From an optimization exercise on the open Yosys and OpenROAD flow, aimed at small area, a short achievable clock period and few clock cycles per item; shortcuts taken in it are not production practice.
The RTL was checked by simulation tests, not by an equivalence proof against the original design.

## flow/config.mk

```make
export PLATFORM = sky130hd
export DESIGN_NAME = fsk_decoder
export DESIGN_NICKNAME = fsk_decoder
export VERILOG_FILES = /design/flow/design.v
export SDC_FILE = /design/flow/constraint.sdc
export NUM_CORES = 4
export LEC_CHECK = 0
export CAP_MARGIN = 20
export CORE_MARGIN = 2
export CORE_UTILIZATION = 40
export SLEW_MARGIN = 20
```

## flow/design.v

```verilog
module tone_bpf #(
    parameter signed [22:0] B0 = 0,
    parameter signed [22:0] B1 = 0,
    parameter signed [22:0] B2 = 0,
    parameter signed [22:0] B3 = 0,
    parameter signed [22:0] B4 = 0,
    parameter signed [22:0] A1 = 0,
    parameter signed [22:0] A2 = 0,
    parameter signed [22:0] A3 = 0,
    parameter signed [22:0] A4 = 0
) (
    input  wire               clk,
    input  wire               rst,
    input  wire               en,       
    input  wire signed [21:0] x_in,     
    output wire signed [21:0] y_out     
);
    reg signed [21:0] x1, x2, x3, x4;
    reg signed [21:0] y1, y2, y3, y4;
    wire signed [48:0] acc = B0 * x_in + B1 * x1 + B2 * x2 + B3 * x3 + B4 * x4
                           - A1 * y1 - A2 * y2 - A3 * y3 - A4 * y4;
    assign y_out = acc[41:20];
    always @(posedge clk) begin
        if (rst) begin
            x1 <= 0; x2 <= 0; x3 <= 0; x4 <= 0;
            y1 <= 0; y2 <= 0; y3 <= 0; y4 <= 0;
        end else if (en) begin
            x1 <= x_in; x2 <= x1; x3 <= x2; x4 <= x3;
            y1 <= y_out; y2 <= y1; y3 <= y2; y4 <= y3;
        end
    end
endmodule
module env_lpf #(
    parameter signed [22:0] B0 = 0,
    parameter signed [22:0] B1 = 0,
    parameter signed [22:0] B2 = 0,
    parameter signed [22:0] A1 = 0,
    parameter signed [22:0] A2 = 0
) (
    input  wire               clk,
    input  wire               rst,
    input  wire               en,
    input  wire signed [24:0] d_in,
    output wire signed [24:0] v_out
);
    reg signed [24:0] d1, d2;
    reg signed [24:0] v1, v2;
    wire signed [50:0] acc = B0 * d_in + B1 * d1 + B2 * d2 - A1 * v1 - A2 * v2;
    assign v_out = acc[44:20];
    always @(posedge clk) begin
        if (rst) begin
            d1 <= 0; d2 <= 0; v1 <= 0; v2 <= 0;
        end else if (en) begin
            d1 <= d_in; d2 <= d1;
            v1 <= v_out; v2 <= v1;
        end
    end
endmodule
module edge_timer #(
    parameter integer SPB = 160
) (
    input  wire       clk,
    input  wire       rst,
    input  wire       en,
    input  wire       b,            
    output wire       pulse,        
    output wire       pulse_bit,    
    output wire [9:0] pulse_h       
);
    reg        last_bit;
    reg [15:0] cnt;                 
    wire [18:0] num = {cnt, 2'b00} + SPB;
    wire [18:0] quo = num / (2 * SPB);
    assign pulse     = (b != last_bit);
    assign pulse_bit = last_bit;
    assign pulse_h   = quo[9:0];
    always @(posedge clk) begin
        if (rst) begin
            last_bit <= 1'b0;
            cnt      <= 16'd0;
        end else if (en) begin
            if (pulse) begin
                last_bit <= b;
                cnt      <= 16'd0;
            end else if (cnt != 16'hffff) begin
                cnt <= cnt + 16'd1;
            end
        end
    end
endmodule
module frame_assembler (
    input  wire       clk,
    input  wire       rst,
    input  wire       en,
    input  wire       pulse,
    input  wire       pb,
    input  wire [9:0] h,
    output reg        dispatch,     
    output reg  [4:0] code,
    output reg        zsb,          
    output wire [1:0] state_next    
);
    localparam [6:0] WARMUP_BITS = 7'd100;
    reg [6:0] total;                
    reg       sync;
    reg [3:0] off;                  
    reg [7:0] acc;
    reg [6:0] total_n;
    reg       sync_n;
    reg [3:0] off_n;
    reg [7:0] acc_n;
    wire       is_stop = h[0];
    wire [8:0] whole   = h[9:1];
    wire [9:0] total_sum = total + whole;
    wire [9:0] off_sum   = off + whole;
    wire [3:0] off_sat   = (off_sum > 10'd8) ? 4'd8 : off_sum[3:0];
    integer i;
    always @(*) begin
        total_n  = total;
        sync_n   = sync;
        off_n    = off;
        acc_n    = acc;
        dispatch = 1'b0;
        code     = 5'd0;
        zsb      = 1'b0;
        if (pulse) begin
            if (total < WARMUP_BITS) begin
                total_n = (total_sum > WARMUP_BITS) ? WARMUP_BITS : total_sum[6:0];
            end else if (!sync) begin
                if (is_stop)
                    sync_n = 1'b1;
            end else if (is_stop && !pb) begin
                zsb    = 1'b1;
                sync_n = 1'b0;
                acc_n  = 8'd0;
                off_n  = 4'd0;
            end else begin
                if (pb) begin
                    for (i = 0; i < 8; i = i + 1)
                        if (i >= off && i < off_sat)
                            acc_n[i] = 1'b1;
                end
                off_n = off_sat;
                if (is_stop) begin
                    if (off_sat == 4'd7) begin
                        dispatch = 1'b1;
                        code     = acc_n[5:1];
                    end
                    acc_n = 8'd0;
                    off_n = 4'd0;
                end
            end
        end
    end
    assign state_next = (total_n < WARMUP_BITS) ? 2'd0 : (sync_n ? 2'd2 : 2'd1);
    always @(posedge clk) begin
        if (rst) begin
            total <= 7'd0;
            sync  <= 1'b0;
            off   <= 4'd0;
            acc   <= 8'd0;
        end else if (en) begin
            total <= total_n;
            sync  <= sync_n;
            off   <= off_n;
            acc   <= acc_n;
        end
    end
endmodule
module code_translator (
    input  wire       clk,
    input  wire       rst,
    input  wire       en,
    input  wire       dispatch,
    input  wire [4:0] code,
    output reg        ch_valid,
    output wire [6:0] ch_data,
    output wire       ch_flush,
    output wire       shift_next
);
    reg       shift;                
    reg [7:0] ch;               
    always @(*) begin
        case ({shift, code})
            6'h00: ch = 8'h20; 6'h01: ch = "E";   6'h02: ch = 8'h0a; 6'h03: ch = "A";
            6'h04: ch = 8'h20; 6'h05: ch = "S";   6'h06: ch = "I";   6'h07: ch = "U";
            6'h08: ch = 8'h0d; 6'h09: ch = "D";   6'h0a: ch = "R";   6'h0b: ch = "J";
            6'h0c: ch = "N";   6'h0d: ch = "F";   6'h0e: ch = "C";   6'h0f: ch = "K";
            6'h10: ch = "T";   6'h11: ch = "Z";   6'h12: ch = "L";   6'h13: ch = "W";
            6'h14: ch = "H";   6'h15: ch = "Y";   6'h16: ch = "P";   6'h17: ch = "Q";
            6'h18: ch = "O";   6'h19: ch = "B";   6'h1a: ch = "G";   6'h1b: ch = 8'h20;
            6'h1c: ch = "M";   6'h1d: ch = "X";   6'h1e: ch = "V";   6'h1f: ch = 8'h20;
            6'h20: ch = 8'h20; 6'h21: ch = "3";   6'h22: ch = 8'h0a; 6'h23: ch = "-";
            6'h24: ch = 8'h20; 6'h25: ch = "'";   6'h26: ch = "8";   6'h27: ch = "7";
            6'h28: ch = 8'h0d; 6'h29: ch = 8'h20; 6'h2a: ch = "4";   6'h2b: ch = 8'h20;
            6'h2c: ch = ",";   6'h2d: ch = 8'h20; 6'h2e: ch = ":";   6'h2f: ch = "(";
            6'h30: ch = "5";   6'h31: ch = "+";   6'h32: ch = ")";   6'h33: ch = "2";
            6'h34: ch = 8'h20; 6'h35: ch = "6";   6'h36: ch = "0";   6'h37: ch = "1";
            6'h38: ch = "9";   6'h39: ch = "?";   6'h3a: ch = 8'h20; 6'h3b: ch = 8'h20;
            6'h3c: ch = ".";   6'h3d: ch = "/";   6'h3e: ch = "=";   6'h3f: ch = 8'h20;
            default: ch = 8'h20;
        endcase
    end
    always @(*) begin
        ch_valid = dispatch && (code != 5'h1f) && (code != 5'h1b);
    end
    assign ch_data    = ch[6:0];
    assign ch_flush   = ch_valid && (ch == 8'h0a);
    assign shift_next = !dispatch          ? shift :
                        (code == 5'h1f)    ? 1'b0  :
                        (code == 5'h1b)    ? 1'b1  : shift;
    always @(posedge clk) begin
        if (rst)
            shift <= 1'b0;
        else if (en)
            shift <= shift_next;
    end
endmodule
module fsk_decoder (
    input  wire               clk,
    input  wire               rst,         
    input  wire               s_valid,
    input  wire signed [15:0] s_data,      
    output wire               s_ready,
    output reg                o_valid,     
    output reg  signed [24:0] o_v,         
    output reg                o_bit,       
    output reg                o_pulse,     
    output reg                o_pulse_bit,
    output reg         [9:0]  o_pulse_h,
    output reg                o_zsb,       
    output reg                ch_valid,
    output reg         [6:0]  ch_data,
    output reg                ch_flush,
    output reg         [1:0]  st_state,    
    output reg                st_shift     
);
    assign s_ready = 1'b1;
    wire en = s_valid && s_ready;
    wire signed [21:0] x = {{2{s_data[15]}}, s_data, 4'b0000};
    wire signed [21:0] ym, ys;
    tone_bpf #(
        .B0(23'sd1531), .B1(23'sd0), .B2(-23'sd3063), .B3(23'sd0), .B4(23'sd1531),
        .A1(-23'sd2200274), .A2(23'sd3135871), .A3(-23'sd2081321), .A4(23'sd938344)
    ) u_mark (
        .clk(clk), .rst(rst), .en(en), .x_in(x), .y_out(ym)
    );
    tone_bpf #(
        .B0(23'sd1531), .B1(23'sd0), .B2(-23'sd3063), .B3(23'sd0), .B4(23'sd1531),
        .A1(-23'sd1723130), .A2(23'sd2689219), .A3(-23'sd1629974), .A4(23'sd938344)
    ) u_space (
        .clk(clk), .rst(rst), .en(en), .x_in(x), .y_out(ys)
    );
    wire signed [43:0] pm   = ym * ym;
    wire signed [43:0] ps   = ys * ys;
    wire signed [44:0] diff = pm - ps;
    wire signed [24:0] d    = diff[43:19];
    wire signed [24:0] v;
    env_lpf #(
        .B0(23'sd393), .B1(23'sd787), .B2(23'sd393),
        .A1(-23'sd2038933), .A2(23'sd991930)
    ) u_lpf (
        .clk(clk), .rst(rst), .en(en), .d_in(d), .v_out(v)
    );
    wire b = (v > 0);
    wire       pulse, pulse_bit;
    wire [9:0] pulse_h;
    edge_timer #(.SPB(160)) u_edge (
        .clk(clk), .rst(rst), .en(en), .b(b),
        .pulse(pulse), .pulse_bit(pulse_bit), .pulse_h(pulse_h)
    );
    wire       dispatch, zsb;
    wire [4:0] code;
    wire [1:0] state_next;
    frame_assembler u_frame (
        .clk(clk), .rst(rst), .en(en),
        .pulse(pulse), .pb(pulse_bit), .h(pulse_h),
        .dispatch(dispatch), .code(code), .zsb(zsb), .state_next(state_next)
    );
    wire       c_valid, c_flush, shift_next;
    wire [6:0] c_data;
    code_translator u_ct (
        .clk(clk), .rst(rst), .en(en),
        .dispatch(dispatch), .code(code),
        .ch_valid(c_valid), .ch_data(c_data), .ch_flush(c_flush), .shift_next(shift_next)
    );
    always @(posedge clk) begin
        if (rst) begin
            o_valid     <= 1'b0;
            o_v         <= 25'sd0;
            o_bit       <= 1'b0;
            o_pulse     <= 1'b0;
            o_pulse_bit <= 1'b0;
            o_pulse_h   <= 10'd0;
            o_zsb       <= 1'b0;
            ch_valid    <= 1'b0;
            ch_data     <= 7'd0;
            ch_flush    <= 1'b0;
            st_state    <= 2'd0;
            st_shift    <= 1'b0;
        end else begin
            o_valid <= en;
            if (en) begin
                o_v         <= v;
                o_bit       <= b;
                o_pulse     <= pulse;
                o_pulse_bit <= pulse_bit;
                o_pulse_h   <= pulse_h;
                o_zsb       <= zsb;
                ch_valid    <= c_valid;
                ch_data     <= c_data;
                ch_flush    <= c_flush;
                st_state    <= state_next;
                st_shift    <= shift_next;
            end
        end
    end
endmodule
```

## flow/constraint.sdc

```tcl
create_clock -name core_clock -period 45.0 [get_ports {clk}]
set_input_delay 9.0000 -clock core_clock [delete_from_list [all_inputs] [get_ports {clk}]]
set_output_delay 9.0000 -clock core_clock [all_outputs]
set_load 0.01 [all_outputs]
```

## flow/run.sh

```bash
#!/bin/bash
# synth_recipe.tcl (not shown) runs the flow's synth.tcl, then flattens the netlist and writes it again
# the make line also repeats each setting of config.mk as NAME=value (left out here)
make -C /OpenROAD-flow-scripts/flow DESIGN_CONFIG=/design/flow/config.mk WORK_HOME=/design/flow/orfs CLKGATE_MAP_FILE= SYNTH_SCRIPT=/design/flow/synth_recipe.tcl finish
```

==> run notes <==
repair_timing:
item                                    CTS  global route
endpoints found under the setup margin    0            45
resized for setup                         0            35
buffers inserted                          0             1
flip-flops by register name, summed over array words and instances, names as in the netlist, 25 cells and up:
register and flops:
u_lpf.v2 25, u_lpf.d1 25, u_lpf.d2 25, u_lpf.v1 25
cell usage after synthesis (all sizes together), types with 7 or more instances:
cell type / count / area share
o31a: 13 / 0.00067
ha: 3035 / 0.22
a211o: 7 / 0.00036
a31oi: 35 / 0.0014
o211ai: 22 / 0.0011
a31o: 18 / 0.00091
nor2b: 57 / 0.0021
o21a: 42 / 0.0018
o21bai: 172 / 0.0075
or4: 17 / 0.00078
dfxtp: 401 / 0.047
o41ai: 8 / 0.00041
a21o: 96 / 0.0042
or2: 47 / 0.0017
o2111ai: 13 / 0.00070
nand2b: 81 / 0.0029
a41oi: 7 / 0.00036
nand3: 101 / 0.0029
xor2: 140 / 0.0072
a22oi: 8 / 0.00035
clkbuf: 165 / 0.0036
o21ai: 210 / 0.0061
nor2: 933 / 0.020
fa: 3821 / 0.44
mux2i: 355 / 0.021
o31ai: 21 / 0.00097
a211oi: 50 / 0.0023
nand4: 22 / 0.00087
xnor2: 576 / 0.029
and3: 30 / 0.0011
a21oi: 420 / 0.012
clkinv: 10 / 0.00022
mux2: 15 / 0.0010
nor3: 112 / 0.0033
inv: 5853 / 0.13
and2: 25 / 0.00091
nor4: 15 / 0.00065
buf: 53 / 0.0014
nand2: 481 / 0.010
and4: 7 / 0.00036
or3: 38 / 0.0014
o41a: 7 / 0.00046
a21boi: 45 / 0.0020
a2111oi: 8 / 0.00055
per-stage QoR:
step	setup TNS, ns	utilization	instance area [um^2]
final	0	0.433	186000
after global routing	-0.0214	0.433	186000
after CTS	0	0.433	186000
after detailed placement	0	0.427	184000
after global placement	0	0.427	184000
after floorplan	0	-	173000
cell type report:
type,count,area share
antenna,10,0.000134
clock buffer,93,0.0110
clock inverter,30,0.00217
timing repair buffer,600,0.0255
inverter,5863,0.118
tap,5710,0.0383
sequential,401,0.0431
multi-input combinational,11200,0.762
cells in the final DEF, fill, tap and decap left out, drive strengths merged, types with 50 or more instances in the layout:
cell type      instances
fa                  3821
ha                  3035
xnor2                576
nor3                 112
mux2i                355
clkdlybuf4s50         68
xor2                 140
nor2                 933
a21o                  96
nand2                481
nand3                101
buf                  532
o21ai                210
clkbuf                93
nor2b                 57
nand2b                81
o21bai               172
a211oi                50
inv                 5855
a21oi                420
dfxtp                401
per-layer routing:
layer,wire length [um],vias up,GRT usage
li1,-,53600,-
met1,195000,57600,0.281
met2,217000,1657,0.367
met3,17300,384,0.0229
met4,10700,10,0.0447
met5,62,-,0
cell families (layout without fill, tap and decap cells):
family / count (synthesis) / count (layout) / share of synthesized area
and+or+nand+nor: 1988 / 1988 / 0.0510
other: 1 / 12 / 0.0000217
buffers and inverters: 6081 / 6586 / 0.133
xor gates and xnor gates: 716 / 716 / 0.0366
muxes: 370 / 370 / 0.0216
AOI/OAI and AO/OA: 1266 / 1266 / 0.0481
adders and majority gates: 6856 / 6856 / 0.664
DFF: 401 / 401 / 0.0465
worst max-delay path: cells and delay by family:
family | cells | cell delay [ns]
AOI/OAI and AO/OA | 49 | 7.93
and+or+nand+nor | 23 | 5.15
adders and majority gates | 41 | 17.86
buffers and inverters | 29 | 2.71
xor gates and xnor gates | 5 | 1.00
path summary, 6_finish.rpt:
check / from / endpoint / slack (ns) / depth (start not counted)
min reg2reg: u_frame.total[0] / u_frame.total[0] / 0.45 / 2
max reg2reg: u_mark.y1[5] / ch_flush / 8.68 / 142
min: u_frame.total[0] / u_frame.total[0] / 0.45 / 2
max: s_data[2] / ch_flush / 2.00 / 147
==> impl_metrics.json <==
{
  "dr.pass1.iters": 6,
  "cp_max_fo": 5,
  "crit_type": "input pin to register",
  "die-area_um2": 437000,
  "grt_overflow": 0,
  "cts_buffer_depth": 4,
  "avgSynthCellArea_um2": 9.76,
  "regArea_um2": 8030,
  "yosysSeqAreaShare": 0.0465,
  "drt.antenna.violating_nets": 0,
  "final-hold-violation-count": 0,
  "route.detailed.drc": 0,
  "finalCriticalPeriod_ns": 43.00,
  "fin_ws_ns": 2.00,
  "area_growth_pct": 8.02,
  "drt_iter0_markers": 5225,
  "rows": 241,
  "status": "finished clean",
  "cts_tree": "yes",
  "grt_pass1_wl_um": 706000,
  "dp.cells": 23800,
  "hpwl_um": 393000,
  "multi_input_comb_area_um2": 142000,
  "die_x_um": 661,
  "synth_warnings": 7,
  "path_clk_slew_ns": 0.06,
  "finalCritPeriodShare": 0.956,
  "grt_pass1_vias": 124000,
  "slowest_delay_ns": 0.59,
  "crit_top_cell": "fa_1",
  "startpoint_type": "input pin",
  "h-tree-depth": 3,
  "clock-sinks": 401,
  "vias": 113000,
  "cts.root.buffer_cell": "clkbuf_16",
  "grt_max_degree": 83,
  "worstPathArrival_ns": 43.72,
  "cts_buffers": 73,
  "port_buffers": 70,
  "skew_ns": 0.0665,
  "ys_types": 114,
  "drt_wl_total_um": 440000,
  "num-fill-cells": 42100,
  "track_usage": 0.210,
  "dp_worst_setup_slack_ns": 0.522,
  "nets": 25000,
  "max_freq_ghz": 0.0233,
  "hold_path.class": "register to register",
  "crit_slowest_cell": "fa_1",
  "drive_above_1_share": 0.0461,
  "critPathRequiredTime_ns": 45.72,
  "postSynth.asyncResetShare": 0,
  "report.final.slew_viol_count": 0,
  "finalNonFillerCells": 23900,
  "die_h_um": 661,
  "place.gp.congestion": 0.928,
  "ys_dominant_reg_cell": "dfxtp_1",
  "viasPerCell": 4.74,
  "ctsHoldBuffers": 0,
  "wl_per_cell_um": 18.4,
  "syn_area_um2": 173000,
  "setup_viol": 0,
  "end_kind": "register",
  "clk_latency_ns": 0.83,
  "max_cap_viol_count": 0,
  "slew-limit-headroom": 0.272,
  "worst_hold_slack_ns": 0.455,
  "ys_ff_latch": 401,
  "core_region_area_um2": 430000,
  "synth_cells": 17700,
  "io-pin-count": 72,
  "worst_slew_pin_slew_ns": 1.09,
  "synth_edf_count": 0,
  "antenna_found_initial": 17,
  "initial_utilization": 0.401
}
Testbench counts, summed over its fixed seeds: cycles 208,324, items 208,320.

[separate check: timing with driven ports]
The flow's constraints put no driver on any port. The routed layout listed below was extracted and timed again, unchanged, in two steps. Step 1 sets driving cells, clkbuf_16 on the clock port and buf_2 on the other inputs (assumed; they add their load-dependent delay and slew). Step 2 times the ports against the registers' clock, not the clock port: input delays grow and output delays shrink by t, the midpoint of the rising clock arrivals with the driver on. Three values: ideal ports, drivers, drivers and shift; two values: the first two.
t, ns: 0.900
slack for setup (ns): 1.998 / 1.769 / 0.869
hold WS [ns]: 0.455 / 0.455 / 0.455
worst setup path after step 2: input to register
latest minus earliest clock arrival (ns): 0.067 / 0.066
After both steps this run still meets setup and hold. The setup slack of this run moves by -0.229 ns with the drivers and by -1.129 ns with both steps.
